Background: an optimization exercise with open tools, aiming at small area, a short achievable clock period and few clock cycles per item. Do not read the settings as production practice. In this exercise RTL edits were held to simulation tests only and were not proved equivalent to the original.

==> flow/design.v (excerpt) <==
module hue_px (
    input  wire        clk,
    input  wire        rst,
    input  wire        in_valid,
    output wire        in_ready,
    input  wire [1:0]  in_op,
    input  wire [15:0] in_a,
    input  wire [15:0] in_b,
    input  wire [7:0]  in_c,
    input  wire [15:0] in_hue,
    output wire        out_valid,
    input  wire        out_ready,
    output wire [15:0] out_a,
    output wire [15:0] out_b,
    output wire [7:0]  out_c
);
    localparam NST = 9;                       
    function integer srows(input integer k);
        srows = (k < 2) ? 0 : (k == NST) ? 1 : 2;      
    endfunction
    function integer sdone(input integer k);
        integer i;
        begin sdone = 0; for (i = 1; i < k; i = i + 1) sdone = sdone + srows(i); end
    endfunction
    function integer hrows(input integer k);
        hrows = (k < 2) ? 0 : (k == 2) ? 1 : (k <= 7) ? 2 : (k == 8) ? 1 : 0;
    endfunction
    function integer hdone(input integer k);
        integer i;
        begin hdone = 0; for (i = 1; i < k; i = i + 1) hdone = hdone + hrows(i); end
    endfunction
    localparam HPOST = 9;                     
    reg  kv, rdy;                             
    wire en = !kv;
    assign in_ready = rdy;                
    reg        v0;
    reg [1:0]  op0;
    reg [7:0]  fr, fg, fc, fy, ft;
    always @(posedge clk) begin
        if (rst) v0 <= 1'b0;
        else if (en) v0 <= in_valid;
        if (en) begin
            op0 <= in_op;
            fr  <= in_a[7:0];
            fg  <= in_b[7:0];
            fc  <= in_c;
            fy  <= (in_op == 2'd2) ? in_hue[15:8] : in_a[15:8];
            ft  <= (in_op == 2'd2) ? in_hue[7:0]  : in_b[15:8];
        end
    end
    wire [7:0] pr = fr;
    wire [7:0] pg = fg;
    wire [7:0] pb = fc;
    wire r_ge_g = pr >= pg, r_ge_b = pr >= pb, g_ge_b = pg >= pb, b_ge_r = pb >= pr;
    wire mx_r = r_ge_g && r_ge_b;
    wire mx_g = !mx_r && g_ge_b;
    wire [7:0] mx = mx_r ? pr : (g_ge_b ? pg : pb);
    wire [7:0] mn = (!r_ge_g && !r_ge_b) ? pr : (!g_ge_b ? pg : pb);
    wire [7:0] d  = mx - mn;
    reg [1:0] base; reg neg; reg [7:0] e;
    always @(*) begin
        if (mx_r && g_ge_b)  begin base = 2'd0; neg = 1'b0;    e = pg - pb; end
        else if (mx_r)       begin base = 2'd3; neg = 1'b1;    e = pb - pg; end
  ...
Size: roughly 7,100 cells after synthesis, about 690 flip-flops, about 100 I/O pins, about 60,000 um2 of cells after synthesis.
clock: 16.0 ns
lec_check: 0
abc_area: 1
cap_margin: 20
core_margin: 2
core_utilization: 65
slew_margin: 20
run.sh (not shown) runs the stock make flow with config.mk's settings and CLKGATE_MAP_FILE= SYNTH_SCRIPT=/design/flow/synth_recipe.tcl, a recipe that flattens the netlist after the stock synthesis.
The first run completed with no timing, DRC or antenna violations.
Testbench counts at the start, summed over its fixed seeds: cycles 9,688, items 9,600.
Next try:
--- a/flow/config.mk
+++ b/flow/config.mk
@@ -9,4 +9,4 @@
 export CAP_MARGIN = 20
 export CORE_MARGIN = 2
-export CORE_UTILIZATION = 65
+export CORE_UTILIZATION = 70
 export SLEW_MARGIN = 20
Clock skew came out lower by 12 ps.
Worst setup slack improved by 190 ps.
Synthesized area is unchanged.
Global-route usage came out higher by 3.2 points.
Die area came out lower by 7.1%.
Non-clock buffer count came out lower by 2.
Hold slack improved by 7.5 ps.
Sequential cell count stays the same.


run A:
Another version of the RTL of hue_px (not shown whole).
Size: about 640 flip-flops, about 60000 sq um of cells after synthesis.
==> flow/config.mk <==
export PLATFORM = sky130hd
export DESIGN_NAME = hue_px
export DESIGN_NICKNAME = hue_px
export VERILOG_FILES = /design/flow/design.v
export SDC_FILE = /design/flow/constraint.sdc
export NUM_CORES = 4
export LEC_CHECK = 0
export ABC_AREA = 1
export CAP_MARGIN = 20
export CORE_MARGIN = 2
export CORE_UTILIZATION = 55
export PLACE_DENSITY = 0.7
export SLEW_MARGIN = 20
==> flow/constraint.sdc <==
create_clock -name core_clock -period 16.0 [get_ports {clk}]
set_input_delay 3.2000 -clock core_clock [delete_from_list [all_inputs] [get_ports {clk}]]
set_output_delay 3.2000 -clock core_clock [all_outputs]
set_load 0.01 [all_outputs]
Testbench counts of run A, summed over its fixed seeds: cycles 9,680, items 9,600.
The inputs of run B differ from those of run A as listed below.
Settings: swapping 55 for 65 in CORE_UTILIZATION; clearing PLACE_DENSITY, which used to be 0.7.
==> notes.md <==
The run showing the greater met2 routing resource usage after global routing is run B.
In run B, the time the final worst path needs with I/O delays and setup came out 0.12 ns below the value in run A.
Run B against run A; final RePlAce weighted congestion is up by a few percent.
Input-level comparison between run C and run B:
Settings: putting PLACE_DENSITY at 0.8 where nothing was set.
### Flow results
[run C vs run B] total length of routed met3 wires: higher in run C. Looking at run B and run C, the design area is a wash. Every stage of the flow completed for run C, and the final layout passed the timing, design-rule and antenna checks. Summary — via count, run C relative to run B: higher, by 166. On run C: number of logic stages on the critical path including buffering is about 11% lower than what run B gave.


the previous run:
Another version of the RTL of hue_px (not shown whole).
Size: ~7300 cells after synthesis, roughly 100 I/O pins, ~62000 um2 of cells after synthesis.
==> flow/config.mk <==
export PLATFORM = sky130hd
export DESIGN_NAME = hue_px
export DESIGN_NICKNAME = hue_px
export VERILOG_FILES = /design/flow/design.v
export SDC_FILE = /design/flow/constraint.sdc
export NUM_CORES = 4
export LEC_CHECK = 0
export ABC_AREA = 1
export CAP_MARGIN = 20
export CORE_MARGIN = 2
export CORE_UTILIZATION = 65
export CTS_BUF_LIST = sky130_fd_sc_hd__clkbuf_4 sky130_fd_sc_hd__clkbuf_8
export SLEW_MARGIN = 20
==> flow/constraint.sdc <==
create_clock -name core_clock -period 16.0 [get_ports {clk}]
set_input_delay 3.2000 -clock core_clock [delete_from_list [all_inputs] [get_ports {clk}]]
set_output_delay 3.2000 -clock core_clock [all_outputs]
set_load 0.01 [all_outputs]
Testbench counts of the previous run, summed over its fixed seeds: cycles 9,696, items 9,600.
[inputs] the current run vs the previous run
- CTS_BUF_LIST: sky130_fd_sc_hd__clkbuf_4 sky130_fd_sc_hd__clkbuf_8 -> unset
Notes after the runs:
Compared with the previous run, in the current run relative area change from synthesis to final layout +0.26 points; antenna cell count shrank by 1; worst slack on hold paths rose 0.012 ns; slack of the critical path now sits higher; filler-free cell count of the finished design now smaller.

port drivers added, routing unchanged:
Ports are ideal in the flow. The routed layouts listed here were re-timed in OpenROAD.
Step 1 (the two cells are an assumption about what drives the block):
set clk [get_ports {clk}]
set_driving_cell -lib_cell sky130_fd_sc_hd__clkbuf_16 $clk
set_driving_cell -lib_cell sky130_fd_sc_hd__buf_2 [delete_from_list [all_inputs] $clk]
Step 2, shift: input delay + t, output delay - t, t = (earliest + latest rising clock arrival at the registers) / 2. This alone moves slack from input paths to output paths.
Three values: ideal, step 1, step 2; two values: the first two.
| run | t, ns | slack for setup (ns) | worst hold slack (ns) | worst slew at a driven data input, ns |
|---|---|---|---|---|
| the first run of note 1 | 0.724 | 9.564 / 9.564 / 9.564 | 0.411 / 0.411 / 0.411 | 0.07 |
| the second run of note 1 | 0.698 | 9.753 / 9.753 / 9.753 | 0.418 / 0.418 / 0.418 | 0.07 |
| run A | 0.740 | 10.168 / 10.168 / 10.168 | 0.407 / 0.407 / 0.407 | 0.07 |
| run B | 0.708 | 10.287 / 10.287 / 10.287 | 0.410 / 0.410 / 0.410 | 0.06 |
| run C | 0.706 | 10.107 / 10.107 / 10.107 | 0.413 / 0.413 / 0.413 | 0.06 |
| the previous run | 0.853 | 10.405 / 10.405 / 10.405 | 0.403 / 0.403 / 0.403 | 0.05 |
| the current run | 0.728 | 10.418 / 10.418 / 10.418 | 0.414 / 0.414 / 0.414 | 0.05 |
After both steps every run listed still meets setup and hold.
